This is an optimization exercise on Yosys and OpenROAD, whose aim is small area, a short achievable clock period and few clock cycles, not a production implementation. In this exercise RTL edits were held to simulation tests only and were not proved equivalent to the original.

Setup of old:
==> flow/design.v <==
module gf2_isirr (
    input  wire        clk,
    input  wire        rst,
    input  wire        start,
    input  wire [63:0] f,
    input  wire [5:0]  n,
    output wire        busy,
    output reg         done,
    output reg         err,
    output reg         irr,
    output reg  [6:0]  missed
);
    localparam integer KD = 4;      
    localparam integer KL = 2;      
    localparam integer J  = 2;      
    localparam integer T  = 4;      
    localparam integer NQ = 64 / KD;
    localparam [3:0] S_IDLE  = 4'd0,
                     S_CHECK = 4'd1,
                     S_GCD0  = 4'd2,
                     S_DINIT = 4'd3,
                     S_LOOP  = 4'd5,
                     S_DIV   = 4'd6,
                     S_DEG   = 4'd7,
                     S_CNT   = 4'd8;
    reg [3:0]   st;
    reg         bsy;
    reg [63:0]  F;           
    reg [63:0]  A, B;        
    reg [127:0] W;           
    reg [5:0]   nr;          
    reg [7:0]   dl;          
    reg         g1;          
    reg         gz;          
    reg [5:0]   m;           
    reg [5:0]   kq;          
    reg [5:0]   cnt;         
    reg [5:0]   dd;          
    reg [5:0]   t;           
    reg [6:0]   r;           
    reg [KD-1:0] finv;       
    reg         wz;          
    assign busy = bsy;
    function [5:0] deg64;
        input [63:0] v;
        integer i;
        begin
            deg64 = 6'd0;
            for (i = 0; i < 64; i = i + 1)
                if (v[i]) deg64 = i[5:0];
        end
    endfunction
    wire [5:0] deg_f = deg64(F);
    localparam integer L  = J * T;
    localparam integer CO = J * T;
    localparam integer NC = 2 * CO + 1;
    reg [L-1:0] anl_n, bnl_n;
    reg [NC:0] lt;
    integer    li, lb;
    reg [8:0]  kv;
    reg        lres;
    always @* begin
        for (li = 0; li <= NC; li = li + 1) begin
            kv = li - CO;                   
            lres = 1'b0;
            for (lb = 0; lb < 8; lb = lb + 1) begin
                if ((lb == 7 ? ~kv[7] : kv[lb]) == 1'b1)
                    lres = (lb == 7 ? ~dl[7] : dl[lb]) ? lres : 1'b1;
                else
                    lres = (lb == 7 ? ~dl[7] : dl[lb]) ? 1'b0 : lres;
            end
            lt[li] = lres;
        end
    end
    reg [J-1:0]   cx, csw;        
    reg [J*T-1:0] cs;             
    reg           cneg, dneg;
    reg [NC-1:0]  ch, chn;
    reg [L-1:0]   na, nb, nbx;
    reg [T-1:0]   s1h;
    integer       cj, ci, ck;
    always @* begin
        na = ~anl_n; nb = ~bnl_n;
        cneg = 1'b0;
        ch = {NC{1'b0}}; ch[CO] = 1'b1;
        cx = {J{1'b0}}; csw = {J{1'b0}}; cs = {(J*T){1'b0}};
        for (cj = 0; cj < J; cj = cj + 1) begin
            dneg = 1'b0;
            for (ck = 0; ck < NC; ck = ck + 1)
                dneg = dneg | (ch[ck] & (cneg ? ~lt[ck + 1] : lt[2*CO - ck]));
            cx[cj]  = nb[0];
            csw[cj] = nb[0] & dneg;
            nbx = nb[0] ? (na ^ nb) : nb;
            if (csw[cj]) na = nb;
            s1h = {T{1'b0}};
            s1h[T-1] = 1'b1;
            for (ci = T - 1; ci >= 1; ci = ci - 1)
                if (nbx[ci]) begin s1h = {T{1'b0}}; s1h[ci-1] = 1'b1; end
            cs[cj*T +: T] = s1h;
            nb = {L{1'b0}};
            for (ci = 1; ci <= T; ci = ci + 1)
                nb = nb | ((nbx >> ci) & {L{s1h[ci-1]}});
            if (csw[cj]) begin
                cneg = ~cneg;
                for (ck = 0; ck < NC; ck = ck + 1)
                    chn[ck] = ch[NC - 1 - ck];
                ch = chn;
            end
            chn = {NC{1'b0}};
            for (ci = 1; ci <= T; ci = ci + 1)
                chn = chn | ((ch >> ci) & {NC{s1h[ci-1]}});
            ch = chn;
        end
    end
    reg [7:0] gd;
    reg [7:0] cand;
    integer   cb;
    always @* begin
        gd = 8'd0;
        for (cb = 0; cb < NC; cb = cb + 1) begin
            cand = dl + (cb - CO);
            gd = gd | (cand & {8{ch[cb] & ~cneg}});
            cand = (~dl) + (cb - CO + 1);
            gd = gd | (cand & {8{ch[cb] & cneg}});
        end
    end
    reg [63:0] ga, gb, gx;
    integer    gj, gk;
    always @* begin
        ga = A; gb = B;
        for (gj = 0; gj < J; gj = gj + 1) begin
            gx = gb ^ (ga & {64{(gj == 0) ? B[0] : cx[gj]}});
            if (csw[gj]) ga = gb;
            gb = 64'd0;
            for (gk = 1; gk <= T; gk = gk + 1)
                gb = gb | ((gx >> gk) & {64{cs[gj*T + gk - 1]}});
        end
    end
    reg [KD-1:0]   q;
    reg [KD+63:0]  qf;
    integer        mi, mj;
    always @* begin
        for (mi = 0; mi < KD; mi = mi + 1) begin
            q[mi] = 1'b0;
            for (mj = 0; mj <= mi; mj = mj + 1)
                q[mi] = q[mi] ^ (W[mj] & finv[mi - mj]);
        end
        qf = {(KD+64){1'b0}};
        for (mi = 0; mi < KD; mi = mi + 1)
            qf = qf ^ ({{KD{1'b0}}, F & {64{q[mi]}}} << mi);
    end
    wire [127:0] wx = W ^ {{(64-KD){1'b0}}, qf};
    wire [127:0] wm = {{KD{1'b0}}, wx[127:KD]};
    function [KD-1:0] inv_lo;
        input [KD-1:0] p;
        integer i, j;
        begin
            inv_lo = {KD{1'b0}};
            inv_lo[0] = 1'b1;
            for (i = 1; i < KD; i = i + 1)
                for (j = 1; j <= i; j = j + 1)
                    inv_lo[i] = inv_lo[i] ^ (p[j] & inv_lo[i - j]);
        end
    endfunction
    reg [127:0] sp;
    integer si;
    always @* begin
        sp = 128'd0;
        for (si = 0; si < 64; si = si + 1)
            sp[2*si] = W[si];
    end
    wire [6:0]  kq_of_m7 = ({1'b0, m} + KD - 1) >> KL;        
    wire [5:0]  kq_of_m  = kq_of_m7[5:0];
    wire [6:0]  kk       = {1'b0, kq} << KL;                  
    wire [5:0]  km1      = kk[5:0] - 6'd1;                    
    wire [63:0] onek     = 64'd1 << km1;                      
    wire [5:0]  m_n      = F[0] ? nr : nr - 6'd1;             
    wire [6:0]  kq_n7    = ({1'b0, m_n} + KD - 1) >> KL;
    wire [5:0]  kq_n     = kq_n7[5:0];
    wire [6:0]  kn7      = {1'b0, kq_n} << KL;
    wire [5:0]  kn1      = kn7[5:0] - 6'd1;                   
    wire [5:0]  dd1      = dd + 6'd1;
    wire        more     = ({dd1, 1'b0} <= {1'b0, m});        
    wire [6:0]  rfin     = r + {6'd0, (m != 6'd0)};
    wire        cz       = (cnt == 6'd0);
    wire        gfin     = g1 | gz;
    wire chk_err  = (nr == 6'd0) || (deg_f != nr);
    wire [63:0] fder = (F & 64'hAAAAAAAAAAAAAAAA) >> 1;       
    wire chk_red  = (fder == 64'd0) || (!F[0] && !F[1]);
    wire dinit_fin = (m_n < 6'd2);
    wire [6:0] dinit_r = (F[0] ? 7'd0 : 7'd1) + {6'd0, m_n != 6'd0};
    always @(posedge clk) begin
        if (rst) begin
            st     <= S_IDLE;
            bsy    <= 1'b0;
            done   <= 1'b0;
            err    <= 1'b0;
            irr    <= 1'b0;
            missed <= 7'd0;
        end else begin
            done <= 1'b0;
            case (st)
                S_IDLE: begin
                    if (start) begin
                        st  <= S_CHECK;
                        bsy <= 1'b1;
                    end
                end
                S_CHECK: begin
                    if (chk_err) begin
                        done <= 1'b1; err <= 1'b1; irr <= 1'b0; missed <= 7'd0;
                        st <= S_IDLE; bsy <= 1'b0;
                    end else if (chk_red) begin
                        done <= 1'b1; err <= 1'b0; irr <= 1'b0; missed <= 7'd0;
                        st <= S_IDLE; bsy <= 1'b0;
                    end else begin
                        st <= S_GCD0;
                    end
                end
                S_GCD0: begin
                    if (g1) begin
                        st <= S_DINIT;
                    end else if (gz) begin
                        done <= 1'b1; err <= 1'b0; irr <= 1'b0; missed <= 7'd0;
                        st <= S_IDLE; bsy <= 1'b0;
                    end
                end
                S_DINIT: begin
                    if (dinit_fin) begin
                        done <= 1'b1; err <= 1'b0;
                        irr    <= (dinit_r == 7'd1);
                        missed <= dinit_r;
                        st <= S_IDLE; bsy <= 1'b0;
                    end else begin
                        st <= S_LOOP;
                    end
                end
                S_LOOP: begin
                    if (g1 && !more) begin
                        done <= 1'b1; err <= 1'b0;
                        irr <= (rfin == 7'd1); missed <= rfin;
                        st <= S_IDLE; bsy <= 1'b0;
                    end else if (gfin && !g1 && cz) begin
                        st <= S_DIV;
                    end
                end
                S_DIV: begin
                    if (wz) st <= S_DEG;
                end
                S_DEG: st <= S_CNT;
                S_CNT: begin
                    if (t == dd) st <= S_LOOP;
                end
                default: begin
                    st <= S_IDLE; bsy <= 1'b0;
                end
            endcase
        end
    end
    reg [63:0] a_nx, b_nx;
    reg        ab_ld;
    always @* begin
        a_nx = A; b_nx = B; ab_ld = 1'b0;
        case (st)
            S_CHECK: begin
                ab_ld = 1'b1;
                a_nx  = F[0] ? F : fder;
                b_nx  = F[0] ? fder : F;
            end
            S_GCD0: begin
                a_nx = ga; b_nx = gb;
            end
            S_DINIT: begin
                ab_ld = 1'b1;
            end
            S_LOOP: begin
                if (g1 && cz) begin
                    ab_ld = 1'b1;
                    a_nx  = F;
                    b_nx  = W[63:0] ^ onek;
                end else if (gfin && !g1 && cz) begin
                    a_nx = W[63:0];
                end else begin
                    a_nx = ga; b_nx = gb;
                end
            end
            S_DIV: begin
                if (cnt[5:4] == 2'b00) b_nx[{cnt[3:0], 2'b00} +: KD] = q;
            end
            S_CNT: begin
                ab_ld = 1'b1;
            end
            default: ;
        endcase
    end
    always @(posedge clk) begin
        A     <= a_nx;
        B     <= b_nx;
        anl_n <= ~a_nx[L-1:0];
        bnl_n <= ~b_nx[L-1:0];
        if (ab_ld) begin
            g1 <= 1'b0;
            gz <= 1'b0;
        end else begin
            g1 <= g1 | (A == 64'd1);
            gz <= gz | (B == 64'd0);
        end
        case (st)
            S_IDLE: begin
                F  <= f;
                nr <= n;
            end
            S_CHECK: begin
                dl <= F[0] ? 8'hFF : 8'd1;
            end
            S_GCD0: begin
                dl <= gd;
            end
            S_DINIT: begin
                if (!F[0]) F <= F >> 1;
                finv <= inv_lo(F[0] ? F[KD-1:0] : F[KD:1]);
                m  <= m_n;
                r  <= F[0] ? 7'd0 : 7'd1;
                kq <= kq_n;
                dd <= 6'd0;
                W   <= 128'd1 << {kn1, 1'b0};
                cnt <= kq_n;
                g1 <= 1'b1;
            end
            S_LOOP: begin
                if (!cz) begin
                    W   <= wm;
                    cnt <= cnt - 6'd1;
                end
                if (g1 && cz) begin
                    dl  <= {1'b0, kk} - 8'd1 - {2'b0, m};
                    W   <= sp;
                    cnt <= kq;
                    dd  <= dd1;
                end else if (gfin && !g1 && cz) begin
                    W    <= {64'd0, F};
                    F    <= A;
                    finv <= inv_lo(A[KD-1:0]);
                    cnt  <= 6'd0;
                    wz   <= 1'b0;
                end else begin
                    dl <= gd;
                end
            end
            S_DIV: begin
                W   <= wm;
                cnt <= cnt + 6'd1;
                wz  <= (W[63:0] == 64'd0);
                if (wz) F <= B;
            end
            S_DEG: begin
                finv <= inv_lo(F[KD-1:0]);
                t  <= m - deg_f;
                m  <= deg_f;
            end
            S_CNT: begin
                r <= r + 7'd1;
                t <= t - dd;
                if (t == dd) begin
                    W   <= {64'd0, A};
                    cnt <= kq - kq_of_m;
                    kq  <= kq_of_m;
                    g1  <= 1'b1;
                end
            end
            default: ;
        endcase
    end
endmodule
export LEC_CHECK = 0
export CAP_MARGIN = 20
export CORE_MARGIN = 2
export CORE_UTILIZATION = 30
export PLACE_DENSITY = 0.5
export SLEW_MARGIN = 20
create_clock -name core_clock -period 12.0 [get_ports {clk}]
standard.sh (not shown) runs the stock make flow with config.mk's settings and CLKGATE_MAP_FILE= SYNTH_SCRIPT=/design/flow/synth_recipe.tcl, a recipe that flattens the netlist after the stock synthesis.
==> flow/flow/run.sh <==
#!/bin/bash
set -euo pipefail
bash standard.sh finish SETUP_SLACK_MARGIN=8.5 > standard.log 2>&1
old: flow completed, timing, DRC and antenna clean
Testbench counts of old, summed over its fixed seeds: cycles 63,186.
Input-level comparison between new and old:
-- flow/design.v --
<<< old, line 40
    reg [6:0]   r;           
    reg [KD-1:0] finv;       
    reg         wz;          
    assign busy = bsy;
    function [5:0] deg64;
>>> new, line 40
    reg [6:0]   r;           
    reg [KD-1:0] finv;       
    assign busy = bsy;
    function [5:0] deg64;
<<< old, line 151
    end
    wire [127:0] wx = W ^ {{(64-KD){1'b0}}, qf};
    wire [127:0] wm = {{KD{1'b0}}, wx[127:KD]};
    function [KD-1:0] inv_lo;
        input [KD-1:0] p;
>>> new, line 150
    end
    wire [127:0] wx = W ^ {{(64-KD){1'b0}}, qf};
    wire [127:0] wm = {((st == S_DIV) ? q : {KD{1'b0}}), wx[127:KD]};
    function [KD-1:0] inv_lo;
        input [KD-1:0] p;
<<< old, line 186
    wire        gfin     = g1 | gz;
    wire chk_err  = (nr == 6'd0) || (deg_f != nr);
    wire [63:0] fder = (F & 64'hAAAAAAAAAAAAAAAA) >> 1;       
    wire chk_red  = (fder == 64'd0) || (!F[0] && !F[1]);
    wire dinit_fin = (m_n < 6'd2);
    wire [6:0] dinit_r = (F[0] ? 7'd0 : 7'd1) + {6'd0, m_n != 6'd0};
>>> new, line 185
    wire        gfin     = g1 | gz;
    wire chk_err  = (nr == 6'd0) || (deg_f != nr);
    wire chk_red  = (B == 64'd0) || (!A[0] && !B[0]);
    wire dinit_fin = (m_n < 6'd2);
    wire [6:0] dinit_r = (F[0] ? 7'd0 : 7'd1) + {6'd0, m_n != 6'd0};
<<< old, line 246
                end
                S_DIV: begin
                    if (wz) st <= S_DEG;
                end
                S_DEG: st <= S_CNT;
>>> new, line 244
                end
                S_DIV: begin
                    if (cnt == 6'd1) st <= S_DEG;
                end
                S_DEG: st <= S_CNT;
<<< old, line 263
        a_nx = A; b_nx = B; ab_ld = 1'b0;
        case (st)
            S_CHECK: begin
                ab_ld = 1'b1;
                a_nx  = F[0] ? F : fder;
                b_nx  = F[0] ? fder : F;
            end
            S_GCD0: begin
>>> new, line 261
        a_nx = A; b_nx = B; ab_ld = 1'b0;
        case (st)
            S_IDLE: begin
                a_nx = f;
                b_nx = (f & 64'hAAAAAAAAAAAAAAAA) >> 1;
            end
            S_CHECK: begin
                ab_ld = 1'b1;
                if (!A[0]) begin a_nx = B; b_nx = A; end
            end
            S_GCD0: begin
<<< old, line 280
                    b_nx  = W[63:0] ^ onek;
                end else if (gfin && !g1 && cz) begin
                    a_nx = W[63:0];
                end else begin
                    a_nx = ga; b_nx = gb;
                end
            end
            S_DIV: begin
                if (cnt[5:4] == 2'b00) b_nx[{cnt[3:0], 2'b00} +: KD] = q;
            end
            S_CNT: begin
>>> new, line 281
                    b_nx  = W[63:0] ^ onek;
                end else if (gfin && !g1 && cz) begin
                    b_nx = W[63:0];
                end else begin
                    a_nx = ga; b_nx = gb;
                end
            end
            S_CNT: begin
<<< old, line 312
            end
            S_CHECK: begin
                dl <= F[0] ? 8'hFF : 8'd1;
            end
            S_GCD0: begin
>>> new, line 310
            end
            S_CHECK: begin
                dl <= A[0] ? 8'hFF : 8'd1;
            end
            S_GCD0: begin
<<< old, line 342
                    F    <= A;
                    finv <= inv_lo(A[KD-1:0]);
                    cnt  <= 6'd0;
                    wz   <= 1'b0;
                end else begin
                    dl <= gd;
>>> new, line 340
                    F    <= A;
                    finv <= inv_lo(A[KD-1:0]);
                    cnt  <= NQ[5:0];
                end else begin
                    dl <= gd;
<<< old, line 350
            S_DIV: begin
                W   <= wm;
                cnt <= cnt + 6'd1;
                wz  <= (W[63:0] == 64'd0);
                if (wz) F <= B;
            end
            S_DEG: begin
>>> new, line 347
            S_DIV: begin
                W   <= wm;
                cnt <= cnt - 6'd1;
                if (cnt == 6'd1) F <= wm[127:64];
            end
            S_DEG: begin
<<< old, line 363
                t <= t - dd;
                if (t == dd) begin
                    W   <= {64'd0, A};
                    cnt <= kq - kq_of_m;
                    kq  <= kq_of_m;
>>> new, line 359
                t <= t - dd;
                if (t == dd) begin
                    W   <= {64'd0, B};
                    cnt <= kq - kq_of_m;
                    kq  <= kq_of_m;
Results
- new: full flow OK, the timing, DRC and antenna checks passed
- dl[1] as the startpoint of the worst setup timing path was reported by old, and bnl_n[0] by new.
- From old to new the numbers moved as follows: final worst hold slack lost 0.0056 ns, cell count lost 64, synthesized-area fraction occupied by ao, oa, aoi and oai cells picked up an extra 0.58 points, worst-margin pin slew picked up an extra 0.15 ns.
- Count of multi-input gates was lower in the run labelled new.
- Compared with old, the detailed router inserted fewer vias in new.
- Row arrival time at the worst endpoint: new higher / old lower
- new against old: sequential cell count increased about 8%; sum of routed wire length over all layers increased about 3%; data required time at the worst endpoint increased 0.03 ns.
Testbench counts of new, summed over its fixed seeds: cycles 65,067.

port drivers added, routing unchanged:
Ports are ideal in the flow. The routed layouts listed here were re-timed in OpenROAD. Step 1 assumes that a clkbuf_16 drives the clock port and a buf_2 every other input. Step 2 times the ports against the registers' clock, not the clock port: input delays grow and output delays shrink by t, the midpoint of the rising clock arrivals with the driver on. Slacks: ideal ports / drivers / drivers and shift; pairs: ideal ports / drivers.
run	t (ns)	setup WS [ns]	worst register clock-pin slew, ns	worst data-port slew with drivers (ns)	cell pins on the clock port's net
old	0.720	8.019 / 8.019 / 8.019	0.08 / 0.08	0.08	1
new	0.726	7.953 / 7.953 / 7.931	0.08 / 0.08	0.11	1
After both steps every run listed still meets setup and hold. For new, which loses most, drivers alone change the setup slack by 0.000 ns; drivers and shift together by -0.022 ns.
